This is an optimization exercise on Yosys and OpenROAD, whose aim is small area, a short achievable clock period and few clock cycles, not a production implementation.
In this exercise RTL edits were held to simulation tests only and were not proved equivalent to the original.
Power is estimated from default activity; no workload was simulated.

<file path="design.v">
module frame_engine (
    input  wire        clk,
    input  wire        rst,           
    input  wire        cmd_valid,
    output wire        cmd_ready,
    input  wire [31:0] cmd_data,
    output reg         rsp_valid,
    output wire [31:0] rsp_data,
    output wire        frm_valid,
    input  wire        frm_ready,
    output wire [7:0]  frm_data,
    output wire        frm_first,
    output wire        frm_last
);
    localparam [7:0] P_MARKER0 = 8'hA5;
    localparam [7:0] P_MARKER1 = 8'h5A;
    localparam [7:0] P_VERSION = 8'h01;
    localparam [7:0] P_TYPE    = 8'h01;
    function [15:0] crc_step;
        input [15:0] r;
        input [7:0]  b;
        integer      n;
        reg   [15:0] t;
        begin
            t = r ^ {b, 8'h00};
            for (n = 0; n < 8; n = n + 1)
                t = t[15] ? ((t << 1) ^ 16'h1021) : (t << 1);
            crc_step = t;
        end
    endfunction
    wire [7:0] op = cmd_data[31:24];
    wire is_nop    = (cmd_data == 32'h00000000);
    wire is_init   = (cmd_data == 32'h01000000);
    wire is_seed   = (op == 8'h02) && (cmd_data[23:16] == 8'h00);
    wire is_update = (op == 8'h03) && (cmd_data[23:8]  == 16'h0000);
    wire is_read   = (cmd_data == 32'h04000000);
    wire is_hdr    = (op == 8'h08);
    wire is_feed   = (op == 8'h10) && (cmd_data[23:8]  == 16'h0000);
    wire is_status = (cmd_data == 32'h20000000);
    wire is_legal  = is_nop | is_init | is_seed | is_update | is_read |
                     is_hdr | is_feed | is_status;
    reg [7:0]  ring [0:127];
    reg [7:0]  qhead;       
    reg [7:0]  vtail;       
    reg [7:0]  qtail;       
    reg [6:0]  blen;        
    reg [15:0] pcrc;        
    reg        hdr_ok;      
    reg [3:0]  cnt;         
    reg        big;         
    reg [7:0]  prev;        
    reg        nm_v;        
    reg [6:0]  nm_off;
    reg        busy;
    reg        cmode;       
    reg [6:0]  rd;          
    reg [6:0]  rend;        
    reg [6:0]  cdst;        
    reg [6:0]  jstart;      
    reg [2:0]  nframes;
    reg [15:0] crc_reg;
    reg        illegal;
    reg        feed_ok;
    reg        rk_ones, rk_crc, rk_stat;
    reg [2:0]  rsmall;
    reg [7:0]  h_d, n_d;
    reg        h_v, n_v;
    reg [6:0]  hoff;        
    reg [6:0]  hlast;       
    wire [7:0] level = vtail - qhead;
    wire [7:0] fa    = qhead + {6'd0, h_v & n_v, h_v ^ n_v};
    wire [6:0] raddr = busy ? rd : fa[6:0];
    wire [7:0] rdata = ring[raddr];
    wire       fire = cmd_valid && cmd_ready;
    wire       feed_fire = fire && is_feed;
    wire       st_act = feed_fire || (busy && !cmode);
    wire [7:0] x = busy ? rdata : cmd_data[7:0];
    wire       cand   = (blen >= 7'd2);
    wire [6:0] lastoff = {1'b0, cnt, 2'b11} + 7'd4;           
    wire       crc_en  = (blen <= 7'd4) || (blen + 7'd1 < lastoff);
    wire       mk      = (prev == P_MARKER0) && (x == P_MARKER1);
    wire       x_a5    = (x == P_MARKER0);
    wire       x_5a    = (x == P_MARKER1);
    wire       done_big = (blen == 7'd7) && big;
    wire       at_last  = (blen == lastoff) && !big;
    wire       good     = hdr_ok && (cnt != 4'd0) && (pcrc == {x, prev});
    wire       s_acc    = cand && at_last && good;
    wire       s_rej    = cand && (done_big || (at_last && !good));
    wire       st_v   = nm_v || mk || x_a5;
    wire [6:0] st_off = nm_v ? nm_off : (mk ? blen - 7'd1 : blen);
    wire [6:0] woff  = (blen == 7'd1) ? {6'd0, x_5a} : blen;
    wire       we    = st_act || (busy && cmode);
    wire [6:0] waddr = (busy && cmode) ? cdst : (qtail[6:0] + woff);
    always @(posedge clk) begin
        if (we)
            ring[waddr] <= x;
    end
    assign cmd_ready = !busy && !(is_feed && !feed_ok);
    wire [31:0] status = {illegal, 1'b0, (level != 8'd0), feed_ok,
                          4'b0, level, 5'b0, 4'b0, blen};
    assign rsp_data = rk_ones ? 32'hFFFFFFFF :
                      rk_crc  ? {16'h0, crc_reg} :
                      rk_stat ? status : {29'h0, rsmall};
    assign frm_valid = h_v;
    assign frm_data  = h_d;
    assign frm_first = (hoff == 7'd0);
    assign frm_last  = (hoff == hlast);
    wire   pop       = h_v && frm_ready;
    wire   fetch     = !busy && (fa != vtail) && !(h_v && n_v && !pop);
    wire last = (rd + 7'd1 == rend);
    reg [7:0] qtail_n, qhead_n, vtail_n;
    reg [6:0] blen_n;
    always @(*) begin
        qhead_n = qhead + {7'd0, pop};
        qtail_n = qtail;
        blen_n  = blen;
        if (st_act) begin
            if (!cand)
                blen_n = (blen == 7'd1 && x_5a) ? 7'd2 : {6'd0, x_a5};
            else if (s_acc) begin
                qtail_n = qtail + {1'b0, blen} + 8'd1;
                blen_n  = 7'd0;
            end else if (s_rej)
                blen_n = 7'd0;
            else
                blen_n = blen + 7'd1;
        end
        vtail_n = vtail;
        if ((feed_fire && !(s_rej && st_v)) ||
            (busy && !cmode && !(s_rej && st_v) && last))
            vtail_n = qtail_n;
    end
    always @(posedge clk) begin
        if (rst) begin
            qhead     <= 8'd0;
            qtail     <= 8'd0;
            vtail     <= 8'd0;
            blen      <= 7'd0;
            busy      <= 1'b0;
            cmode     <= 1'b0;
            crc_reg   <= 16'hFFFF;
            illegal   <= 1'b0;
            feed_ok   <= 1'b1;
            rsp_valid <= 1'b0;
            h_v       <= 1'b0;
            n_v       <= 1'b0;
            hoff      <= 7'd0;
            hlast     <= 7'd127;
            nm_v      <= 1'b0;
        end else begin
            rsp_valid <= 1'b0;
            qhead <= qhead_n;
            qtail <= qtail_n;
            blen  <= blen_n;
            if (fire) begin
                rk_ones <= !is_legal;
                rk_crc  <= is_read;
                rk_stat <= is_status;
                rsmall  <= 3'd0;
                if (!is_legal)
                    illegal <= 1'b1;
                else if (is_init)
                    crc_reg <= 16'hFFFF;
                else if (is_seed)
                    crc_reg <= cmd_data[15:0];
                else if (is_update)
                    crc_reg <= crc_step(crc_reg, cmd_data[7:0]);
                else if (is_hdr)
                    rsmall <= {2'b0, (cmd_data[23:16] == P_VERSION) &&
                                     (cmd_data[15:8]  == P_TYPE) &&
                                     (cmd_data[7:0]   != 8'h00)};
                if (!is_feed) begin
                    rsp_valid <= 1'b1;
                end
            end
            if (st_act) begin
                prev <= x;
                if (!cand) begin
                    pcrc <= 16'hFFFF;
                    nm_v <= 1'b0;
                end else begin
                    if (crc_en)
                        pcrc <= crc_step(pcrc, x);
                    if (blen == 7'd2)
                        hdr_ok <= (x == P_VERSION);
                    if (blen == 7'd3)
                        hdr_ok <= hdr_ok && (x == P_TYPE);
                    if (blen == 7'd4) begin
                        cnt <= x[3:0];
                        big <= (x[7:4] != 4'd0);
                    end
                    if (mk && !nm_v) begin
                        nm_v   <= 1'b1;
                        nm_off <= blen - 7'd1;
                    end
                end
            end
            if (feed_fire) begin
                nframes <= {2'b0, s_acc};
                if (s_rej && st_v) begin
                    busy  <= 1'b1;
                    cmode <= 1'b0;
                    rd    <= qtail[6:0] + st_off;
                    rend  <= qtail[6:0] + blen + 7'd1;
                end else begin
                    rsp_valid <= 1'b1;
                    rsmall    <= {2'b0, s_acc};
                    vtail     <= qtail_n;
                end
            end else if (busy && !cmode) begin
                rd <= rd + 7'd1;
                if (s_acc)
                    nframes <= nframes + 3'd1;
                if (s_rej && st_v) begin
                    if (last) begin
                        rd   <= qtail[6:0] + st_off;
                        rend <= qtail[6:0] + blen + 7'd1;
                    end else begin
                        cmode  <= 1'b1;
                        cdst   <= qtail[6:0] + blen + 7'd1;
                        jstart <= qtail[6:0] + st_off;
                    end
                end else if (last) begin
                    busy      <= 1'b0;
                    rsp_valid <= 1'b1;
                    rsmall    <= nframes + {2'b0, s_acc};
                    vtail     <= qtail_n;
                end
            end else if (busy && cmode) begin
                rd   <= rd + 7'd1;
                cdst <= cdst + 7'd1;
                if (last) begin
                    cmode <= 1'b0;
                    rd    <= jstart;
                    rend  <= cdst + 7'd1;
                end
            end
            feed_ok <= (vtail_n - qhead_n) <= 8'd60;
            if (pop) begin
                hoff <= frm_last ? 7'd0 : hoff + 7'd1;
                if (hoff == 7'd4)
                    hlast <= {1'b0, h_d[3:0], 2'b11} + 7'd4;
                if (n_v) begin
                    h_d <= n_d;
                    h_v <= 1'b1;
                    n_d <= rdata;
                    n_v <= fetch;
                end else begin
                    h_d <= rdata;
                    h_v <= fetch;
                    n_v <= 1'b0;
                end
            end else if (fetch) begin
                if (!h_v) begin
                    h_d <= rdata;
                    h_v <= 1'b1;
                end else begin
                    n_d <= rdata;
                    n_v <= 1'b1;
                end
            end
        end
    end
endmodule
</file>
<file path="run.sh">
#!/bin/bash
# synth_recipe.tcl (not shown) runs the flow's synth.tcl, then flattens the netlist and writes it again
# the make line also repeats each setting of config.mk as NAME=value (left out here)
make -C /OpenROAD-flow-scripts/flow DESIGN_CONFIG=/design/flow/config.mk WORK_HOME=/design/flow/orfs CLKGATE_MAP_FILE= SYNTH_SCRIPT=/design/flow/synth_recipe.tcl finish
</file>
<file path="config.mk">
export PLATFORM = sky130hd
export DESIGN_NAME = frame_engine
export DESIGN_NICKNAME = frame_engine
export VERILOG_FILES = /design/flow/design.v
export SDC_FILE = /design/flow/constraint.sdc
export NUM_CORES = 4
export LEC_CHECK = 0
export CAP_MARGIN = 20
export CELL_PAD_IN_SITES_DETAIL_PLACEMENT = 1
export CELL_PAD_IN_SITES_GLOBAL_PLACEMENT = 2
export CORE_MARGIN = 2
export CORE_UTILIZATION = 30
export SLEW_MARGIN = 20
</file>
<file path="constraint.sdc">
create_clock -name core_clock -period 11.0 [get_ports {clk}]
set_input_delay 2.2000 -clock core_clock [delete_from_list [all_inputs] [get_ports {clk}]]
set_output_delay 2.2000 -clock core_clock [all_outputs]
set_load 0.01 [all_outputs]
</file>
==> flow_summary_export.csv <==
group,metric,value,unit
status,outcome,"complete, no violations",
timing,maxSlewHeadroom,0.196,
route,route.vias.total,35000,
route,top_layer,"met4",
route,drt_iter0_drc,3229,
hold_path,min_path_type,"reg -> reg",
power,power.switching,3.14,mW
grt,grt_start_max_net_pins,97,
finish,final_area,62000,µm²
die,die_height,425,µm
placement,portBuffers,80,
synthesis,ys_ff_latch,1181,
timing,worst_pin_slew,1200,ps
synthesis,ys_top_cells_by_area,"edfxtp_1 63%, mux4_2 4.7%, nand2_1 3.2%",
placement,dp_hpwl,125000,µm
worst_setup_path,cp-start-kind,"flop",
synthesis,yosysSeqAreaShare,0.655,
synthesis,yosysWarnings,1,
worst_setup_path,cp_max_fo,44,
power,peakVddDrop,116,µV
route,drc,0,
cts,numCtsBuffers,138,
worst_setup_path,reg2reg_to,"feed_ok",
worst_setup_path,r2r_start,"h_v",
timing,report.final.slew_viol_count,0,
power,swShare,0.281,
worst_setup_path,crit_path_end_kind,"flop",
die,start_util,0.302,
cts,clock-sinks,1181,
placement,routabilityCongestion,0.819,
synthesis,synth_edf_count,1114,
die,die_area,180000,µm²
die,num_io_pins,81,
route,dr_wl_met3,9470,µm
cts,h-tree-depth,4,
grt,grt_pass1_vias,35500,
grt,gr-total-overflow,0,
cts,cts_setup_buffers,0,
cts,post_cts_resize_count,0,
finish,drive_above_1_share,0.152,
finish,nFillCells,18400,
power,power.share.clock,0.398,
power,cellInternalPower,8.04,mW
worst_setup_path,crit_arrival,11040,ps
synthesis,synth_cell_type_count,105,
hold_path,min_to,"hoff[1]",
cts,insertion_delay,810,ps
grt,grt_pass1_wl,271000,µm
synthesis,syn_inst,3863,
finish,final_nets,4197,
worst_setup_path,rrSetupSlack,650,ps
power,pwr-share-comb,0.158,
cts,cts_tree,"built",
cts,postCtsHoldBufs,0,
hold_path,hold_start,"hoff[1]",
grt,grt_usage,0.208,
placement,dpl-instance-area,57600,µm²
worst_setup_path,worstSetupPathType,"reg -> reg",
finish,synthToLayoutAreaGrowth,16.7,%
die,core,176000,µm²
route,detail-route-antenna-nets,0,
worst_setup_path,crit_top_cell,"ha_1",
worst_setup_path,rr_worst_depth,31,
timing,finalCritPeriodShare,0.941,
timing,fin_skew,41.2,ps
cts,cts_buffer_depth,3,
power,seq_power_share,0.444,
timing,rsz0062_at_grt,"false",
synthesis,synth_top_area_frac,0.630,
worst_setup_path,cp_top_family,"simple AND/OR/NAND/NOR gates",
synthesis,async_reset_ff_frac,0,
cts,clock-root-buffer,"clkbuf_16",
grt,antenna_found_initial,11,
worst_setup_path,slowest_delay,830,ps
worst_setup_path,required,11690,ps
timing,fmaxAchievable,96.6,MHz
timing,fin_setup_tns,0,ps
finish,fin_util,0.352,
timing,setup_viol,0,
route,avgRoutedWirePerCell,29.0,µm
die,die_w,425,µm
route,dr_wl_met2,87800,µm
synthesis,synth_top_area_cell,"edfxtp_1",
hold_path,hold_depth,2,
worst_setup_path,crit_cells,31,
route,viasPerCell,5.34,
route,totalWireLength,190000,µm
synthesis,syn_nets,3962,
timing,finalCriticalPeriod,10350,ps
power,powerDensity,180,nW/µm²
route,firstDrtPassIters,6,
worst_setup_path,crit_slowest_cell,"a221oi_1",
flow_run,cap_violations,0,
synthesis,avgSynthCellArea,13.8,µm²
timing,hold_viol,0,
die,num_rows,154,
worst_setup_path,cp_num_buf_inv,3,
finish,largest_reg_flops,1024,
route,wl_met1,87600,µm
synthesis,synth_flop_cell,"edfxtp_1",
power,p_leak,20.3,nW
synthesis,syn_area,53100,µm²
cts,path_clk_slew,60,ps
==> cell families (layout without fill, tap and decap cells) <==
group,after synthesis,after routing,synth area share
compound gates,721,721,0.0934
xor+xnor,154,154,0.0255
fa+ha+maj,63,63,0.0155
buf+inv,300,639,0.0304
flops,1181,1181,0.655
mux,245,245,0.0737
other cells,0,3,0
simple gates,1199,1199,0.106
==> power groups by stage <==
stage | clock (mW) | combinational [mW] | sequential (mW)
after floorplan | 0 | 1.07 | 5.05
after global placement | 0 | 1.77 | 5.06
after detailed placement | 0 | 1.76 | 5.06
after CTS | 4.54 | 1.77 | 4.96
after global routing | 4.70 | 1.88 | 4.96
final | 4.45 | 1.77 | 4.96
==> worst max path at each step <==
stage,start,endpoint,slack (ps)
2_1_floorplan,h_v,feed_ok,1170
3_3_place_gp,h_v,feed_ok,720
3_5_place_dp,h_v,feed_ok,720
4_1_cts,h_v,feed_ok,680
5_1_grt,h_v,feed_ok,30
6_report,h_v,feed_ok,650
==> worst reg2reg max path, delay by kind of cell (launching register included) <==
| kind | cells | cell delay, ps |
|---|---|---|
| adders and majority gates | 5 | 1730 |
| AOI/OAI and AO/OA | 10 | 3100 |
| DFF | 1 | 460 |
| and+or+nand+nor | 9 | 3280 |
| muxes | 2 | 610 |
| xor gates and xnor gates | 2 | 510 |
| buffers and inverters | 3 | 540 |
==> cell usage after synthesis (all sizes together), types with 41 or more instances <==
cell type	number
a22oi	59
edfxtp	1114
o22ai	62
nor2b	120
a21o	41
nand2	452
xor2	68
and3	64
o21ai	164
nand3	122
clkbuf	96
buf	141
a32oi	47
xnor2	86
nor2	261
dfxtp	67
ha	58
mux2i	103
mux4	111
a21oi	101
inv	61
==> cell usage in the layout, fill, tap and decap left out, types with 58 or more instances in the layout <==
master | netlist | final
nor2_1 | 258 | 255
edfxtp_1 | 1114 | 1114
mux2i_1 | 102 | 102
and3_1 | 63 | 63
nand3_1 | 122 | 122
xor2_1 | 68 | 68
clkdlybuf4s50_1 | 0 | 80
o21ai_0 | 157 | 157
a22oi_1 | 58 | 58
buf_4 | 35 | 239
o22ai_1 | 59 | 59
clkbuf_16 | 0 | 138
a21oi_1 | 100 | 100
mux4_2 | 111 | 111
xnor2_1 | 85 | 85
nand2_1 | 450 | 450
nor2b_1 | 120 | 119
dfxtp_1 | 67 | 66
==> layer usage <==
layer  track usage  vias up
li1              -    15300
met1         0.298    18500
met2         0.329      972
met3        0.0286      220
met4        0.0592        0
met5             0        -
==> layout make-up <==
| cell class | instances | area [µm²] | share of cell area |
|---|---|---|---|
| multi-input cells | 2382 | 16800 | 0.271 |
| inverters | 63 | 254 | 0.00410 |
| well taps | 2340 | 2930 | 0.0472 |
| clock buffers | 179 | 3640 | 0.0587 |
| flip-flops and latches | 1181 | 34800 | 0.561 |
| repair buffers | 332 | 2870 | 0.0463 |
| clock inverters | 65 | 679 | 0.0110 |
| diodes | 3 | 7.51 | 0.000121 |
==> through the flow <==
stage	hold slack [ps]	setup WS [ps]	power, mW	instances
global placement	483	717	6.82	6296
finish	497	649	11.2	6545
detailed placement	498	723	6.82	6296
floorplan	437	1170	6.13	3863
global route	526	27.7	11.5	6542
CTS	506	682	11.3	6540
Testbench counts, summed over its fixed seeds: cycles 35,252.

==> afterwards: timing with drivers on the ports <==
No port has a modelled driver above. Below, the same layout with a new extraction and two added sets of constraints.
Step 1, drivers: a clkbuf_16 drives clk and a buf_2 each remaining input, both assumed.
Step 2 adds t to the input delays and takes it off the output delays; t is the mean of the earliest and latest rising clock arrival at the registers after step 1. Input paths then give back, and output paths get back, about the clock's delay inside the block.
Slacks: ideal ports / drivers / drivers and shift; pairs: ideal ports / drivers.
t, ns: 0.879
setup WS [ns]: 0.649 / 0.649 / 0.649
slew at the worst register clock pin (ns): 0.07 / 0.07
worst data-port slew with drivers (ns): 0.04
After both steps this run still meets setup and hold. The setup slack of this run moves by 0.000 ns with the drivers and by 0.000 ns with both steps.
